What follows belongs to an exercise in optimizing a design on an open flow for small area, a short achievable clock period and few clock cycles per item; a production flow would make more cautious choices.
Function was checked by simulation only, so behaviour that the tests miss may differ from the original.
Power is estimated from default activity; no workload was simulated.

==> 03-18: inputs <==
## cdh26_hill
module cdh26_hill (
    input             clk,
    input             rst,
    input             cmd_valid,
    output reg        cmd_ready,
    input      [1:0]  cmd_op,
    input      [15:0] cmd_len,
    input      [31:0] k00,
    input      [31:0] k01,
    input      [31:0] k10,
    input      [31:0] k11,
    input             in_valid,
    output reg        in_ready,
    input      [7:0]  in_data,
    output reg        out_valid,
    output     [7:0]  out_data,
    output reg        done,
    output reg [1:0]  err,
    output     [15:0] olen,
    output reg [63:0] det,
    output reg [4:0]  detm,
    output reg [4:0]  dinv,
    output     [4:0]  ki00,
    output     [4:0]  ki01,
    output     [4:0]  ki10,
    output     [4:0]  ki11,
    output reg        kiv
);
Settings: LEC_CHECK=0, CAP_MARGIN=20, CORE_MARGIN=2, CORE_UTILIZATION=40, SLEW_MARGIN=20; clock period 20.0 ns.
standard.sh (not shown) runs the stock make flow with config.mk's settings and CLKGATE_MAP_FILE= SYNTH_SCRIPT=/design/flow/synth_recipe.tcl, a recipe that flattens the netlist after the stock synthesis.
==> flow/flow/run.sh <==
#!/bin/bash
# The standard synthesis and layout, with two changes to how the layout is
# made (the clock and constraints are the standard flow's own constraint.sdc/config.mk):
#  * ORFS's repair_timing is asked for a larger setup slack than the clock
#    needs, so that it sizes and buffers the paths that set the period the
#    design achieves;
#  * the port buffers that buffer_ports inserts are buf_1 cells (upsized by
#    repair where timing needs it) instead of the default delay-buffer cell.
set -euo pipefail
bash standard.sh synth > synth.log 2>&1
bash standard.sh SETUP_SLACK_MARGIN=14.8 "BUFFER_PORTS_ARGS=-buffer_cell sky130_fd_sc_hd__buf_1" finish > layout.log 2>&1
==> inputs of 12-13, as changes to 03-18 <==
--- a/flow/design.v
+++ b/flow/design.v
@@ -158,19 +158,19 @@
     localparam S_IDLE = 2'd0, S_PRE = 2'd1, S_TXT = 2'd2, S_POST = 2'd3;
     reg [1:0]  st;
     reg [4:0]  p;           
     reg [1:0]  op;
     reg        f_s;         
     reg        i_detm, i_k1, i_k2;    
     reg        w_detm, w_k1, w_k2;    
     reg        w_txt;
-    reg        f_z;         
     reg        cpa;         
     reg [1:0]  cpk;
+    reg        cy;
     wire [15:0] oh16 = 16'd1 << p[3:0];
     function [15:0] evn;
         input [31:0] x;
         integer k;
         begin
             for (k = 0; k < 16; k = k + 1) evn[k] = x[2*k];
         end
     endfunction
@@ -181,17 +181,16 @@
             for (k = 0; k < 16; k = k + 1) odd[k] = x[2*k+1];
         end
     endfunction
     reg [1:0]  dg0, dg1, dg2, dg3;      
     reg        cprev, dprev;            
     reg  [3:0]  Sx;
     wire [35:0] S = {Sx, det[63:32]};    
     reg  [35:0] C;
-    reg  [33:0] D;
     wire da = dg3[0] ^ dprev;                                   
     wire db = (dg3[1] & ~dg3[0] & ~dprev) | (~dg3[1] & dg3[0] & dprev);    
     wire dn = dg3[1] & ~(dg3[0] & dprev);                       
     wire ca = dg2[0] ^ cprev;
     wire cb = (dg2[1] & ~dg2[0] & ~cprev) | (~dg2[1] & dg2[0] & cprev);
     wire cn = ~dg2[1] & (dg2[0] | cprev);                       
     wire [32:0] xa = ({33{da}} & {k00[31], k00}) | ({33{db}} & {k00, 1'b0});
     wire [32:0] xb = ({33{ca}} & {k01[31], k01}) | ({33{cb}} & {k01, 1'b0});
@@ -200,31 +199,30 @@
     wire [37:0] s1, c1, s2, c2;
     assign c1[0] = dn;
     assign c2[0] = cn;
     genvar j;
     generate
         for (j = 0; j < 37; j = j + 1) begin : g_csa
             wire s_j = (j < 36) ? S[j] : 1'b0;
             wire c_j = (j < 36) ? C[j] : 1'b0;
-            wire d_j = (j < 34) ? D[j] : 1'b0;
             wire a_j = (j < 36) ? rowA[j] : 1'b0;
-            assign s1[j]   = s_j ^ c_j ^ d_j;
-            assign c1[j+1] = (s_j & c_j) | (s_j & d_j) | (c_j & d_j);
-            assign s2[j]   = s1[j] ^ c1[j] ^ a_j;
-            assign c2[j+1] = (s1[j] & c1[j]) | (s1[j] & a_j) | (c1[j] & a_j);
+            wire b_j = (j < 36) ? rowB[j] : 1'b0;
+            assign s1[j]   = s_j ^ c_j ^ a_j;
+            assign c1[j+1] = (s_j & c_j) | (s_j & a_j) | (c_j & a_j);
+            assign s2[j]   = s1[j] ^ c1[j] ^ b_j;
+            assign c2[j+1] = (s1[j] & c1[j]) | (s1[j] & b_j) | (c1[j] & b_j);
         end
     endgenerate
     assign s1[37] = 1'b0;
     assign s2[37] = c1[37];
-    reg  [1:0] ps, pc, pb;
+    reg  [1:0] ps, pc;
     reg        f_low;
-    reg  [1:0] cy;
-    wire [3:0] low = {2'b0, ps} + {2'b0, pc} + {2'b0, pb} + {2'b0, cy};
-    wire [8:0] csum = {1'b0, S[7:0]} + {1'b0, C[7:0]} + {7'd0, cy};
+    wire [2:0] low = {1'b0, ps} + {1'b0, pc} + {2'b0, cy};
+    wire [8:0] csum = {1'b0, S[7:0]} + {1'b0, C[7:0]} + {8'd0, (cpk == 2'd0) ? low[2] : cy};
     reg [4:0] m00, m01, m10, m11;       
     assign ki00 = m00;
     assign ki01 = m01;
     assign ki10 = m10;
     assign ki11 = m11;
     wire [29:0] mt = mterm(p);           
     wire       negc = (op != OP_HENC);
     wire [4:0] t0 = dterm(dg0, mt[14:0]);
@@ -245,17 +243,17 @@
     wire in_letter = (in_data[7:6] == 2'b01) && (in_data[4:0] != 5'd0) && (in_data[4:0] <= 5'd26);
     wire rem_lz = (rem_lo == 8'd0);
     wire rem_z  = rem_lz & (rem_hi == 8'd0);
     wire rem_1  = (rem_lo == 8'd1) & (rem_hi == 8'd0);
     wire txt   = (st == S_TXT);
     wire henc  = (op == OP_HENC);
     wire fill  = txt & ~ph2 & ~lq_v & have_v0 & rem_z & henc;
     wire pairA = txt & ~ph2 & ((lq_v & have_v0) | fill);
-    wire cpa_busy = f_z | (cpa & (cpk != 2'd3));
+    wire cpa_busy = cpa & (cpk != 2'd3);
     wire kbusy = ~henc & (p < 5'd21);        
     wire fin   = txt & ~lq_v & ~ph2 & rem_z & ~(have_v0 & henc) & ~cpa_busy & ~kbusy;
     wire supp  = (op == OP_HDEC) & ~kiv;     
     wire [4:0] xb0 = (ph2 | i_k2) ? m10 : m00;
     wire [4:0] xb1 = (ph2 | i_k1) ? m11 : m01;
     wire [4:0] yb0 = i_detm ? m11 : dinv;
     wire [4:0] yb1 = i_detm ? m10 : dinv;
     wire       ky  = i_detm | i_k1 | i_k2;
@@ -284,40 +282,34 @@
         P1   <= pr1;
         PP0  <= xl0[5] & yl0[5];
         PP1  <= xl1[5] & yl1[5];
     end
     always @(posedge clk) begin
         if (st == S_IDLE) begin
             {Sx, det[63:32]} <= 36'h4_0000_0000;
             C <= 36'd0;
-            D <= 34'd0;
+            cy <= 1'b0;
             cprev <= 1'b0;
             dprev <= 1'b0;
         end else if (f_s) begin
             {Sx, det[63:32]} <= s2[37:2];
             C <= c2[37:2];
-            D <= rowB[35:2];
             cprev <= dg2[1];
             dprev <= dg3[1];
-        end else if (f_z) begin
-            {Sx, det[63:32]} <= s1[35:0];
-            C <= {c1[35:1], 1'b0};
-            D <= 34'd0;
         end else if (cpa) begin
             det[63:32] <= {csum[7:0], det[63:40]};
             C <= {8'd0, C[35:8]};
         end
         ps <= s2[1:0];
         pc <= c2[1:0];
-        pb <= rowB[1:0];
         f_low <= f_s;
-        if (st == S_IDLE) cy <= 2'd0;
-        else if (cpa) cy <= {1'b0, csum[8]};
-        else if (f_low) cy <= low[3:2];
+        if (st == S_IDLE) cy <= 1'b0;
+        else if (cpa) cy <= csum[8];
+        else if (f_low) cy <= low[2];
         if (f_low) det[31:0] <= {low[1:0], det[31:2]};
     end
     always @(posedge clk) begin
         if (st == S_IDLE) begin
             m00 <= k00[31] ? 5'd4 : 5'd0;
             m01 <= k01[31] ? 5'd4 : 5'd0;
             m10 <= k10[31] ? ((cmd_op != OP_HENC) ? 5'd22 : 5'd4) : 5'd0;
             m11 <= k11[31] ? 5'd4 : 5'd0;
@@ -341,48 +333,42 @@
             kiv  <= w[0] && (w != 5'd13);
         end
     end
     always @(posedge clk) begin
         done      <= 1'b0;
         out_valid <= 1'b0;
         cmd_ready <= 1'b0;
         f_s    <= 1'b0;
-        f_z    <= f_s & (p == 5'd16) & ~henc;
         i_detm <= 1'b0; i_k1 <= 1'b0; i_k2 <= 1'b0;
         w_detm <= i_detm; w_k1 <= i_k1; w_k2 <= i_k2;
         w_txt  <= 1'b0;
         lq_v   <= take & in_letter;
         if (p != 5'd31) p <= p + 5'd1;
         if (w_txt) begin
             od        <= w1;
             out_valid <= !supp;
         end
         if (cpa) begin
             cpk <= cpk + 2'd1;
             if (cpk == 2'd3) cpa <= 1'b0;
         end
-        if (f_z) begin
-            cpa <= 1'b1;
-            cpk <= 2'd0;
-        end
         if (~henc) begin
             i_detm <= (p == 5'd16);
             i_k1   <= (p == 5'd18);
             i_k2   <= (p == 5'd19);
         end
         if (rst) begin
             st        <= S_IDLE;
             p         <= 5'd0;
             in_ready  <= 1'b0;
             have_v0   <= 1'b0;
             ph2       <= 1'b0;
             lq_v      <= 1'b0;
             cpa       <= 1'b0;
-            f_z       <= 1'b0;
             w_detm <= 1'b0; w_k1 <= 1'b0; w_k2 <= 1'b0;
             out_valid <= 1'b0;
         end else begin
             case (st)
                 S_IDLE: begin
                     p  <= 5'd0;
                     op <= cmd_op;
                     i_detm <= 1'b0; i_k1 <= 1'b0; i_k2 <= 1'b0;
@@ -395,16 +381,17 @@
                 S_PRE: begin
                     if (cmd_ready) begin
                         rem_lo   <= cmd_len[7:0];
                         rem_hi   <= cmd_len[15:8];
                         np_lo    <= 8'd0;
                         np_hi    <= 7'd0;
                         have_v0  <= 1'b0;
                         ph2      <= 1'b0;
+                        cpa      <= ~henc;
                         cpk      <= 2'd0;
                         if (op[1]) begin
                             in_ready <= henc && (cmd_len != 16'd0);
                             st       <= S_TXT;
                         end else begin
                             st       <= S_POST;
                         end
                     end else if (!cmd_valid) begin
==> qor summary <==
	03-18	12-13
Result of the run	finished clean	finished clean
Worst slew margin relative to its limit	24.3%	22.7%
Reg-to-Reg End	P0[2]	m00[1]
Sequential share of the synthesized area	31.0%	30.4%
Cell Rows	85	81
Number of cells in the design after placement	3386	3060
Simple-gate area share of the yosys netlist	16.9%	16.9%
Biggest fanout along the worst timing path	2	4
Tap cell count	696	664
Top layer used by detailed routing	met4	met5
Leakage power total	9.16 nW	8.48 nW
Gate power share	41.1%	45.6%
Power in combinational cells	0.980 mW	1.05 mW
Number of vias after detailed routing	20800	18800
Non-clock inverter instance count of the final layout	212	82
Power Total	2.38 mW	2.30 mW
Die area	56300 um^2	51100 um^2
Diodes inserted	2	3
H-tree Lvls	2	1
# nets final	3084	2784
P_clk	0.689 mW	0.614 mW
Testbench counts of 03-18, summed over its fixed seeds: cycles 21,515, commands 480.
Testbench counts of 12-13, summed over its fixed seeds: cycles 21,454, commands 480.

==> what the ideal ports hide <==
How much do the figures lean on ideal ports? The routed layouts below were timed once more, with nothing changed but the port constraints. Step 1 (the two cells are an assumption about what drives the block):
set clk [get_ports {clk}]
set_driving_cell -lib_cell sky130_fd_sc_hd__clkbuf_16 $clk
set_driving_cell -lib_cell sky130_fd_sc_hd__buf_2 [delete_from_list [all_inputs] $clk]
Step 2 adds t to the input delays and takes it off the output delays; t is the mean of the earliest and latest rising clock arrival at the registers after step 1. Input paths then give back, and output paths get back, about the clock's delay inside the block. Three values: ideal, step 1, step 2; two values: the first two.
run | shift t [ns] | slack for setup (ns) | worst hold slack (ns) | slew at the worst register clock pin (ns) | worst slew at a driven data input, ns
03-18 | 0.609 | 14.742 / 14.689 / 14.218 | 0.444 / 0.444 / 0.444 | 0.07 / 0.07 | 0.08
12-13 | 0.644 | 14.672 / 14.610 / 14.064 | 0.438 / 0.438 / 0.438 | 0.06 / 0.06 | 0.07
After both steps every run listed still meets setup and hold. For 12-13, which loses most, drivers alone change the setup slack by -0.062 ns; drivers and shift together by -0.608 ns.
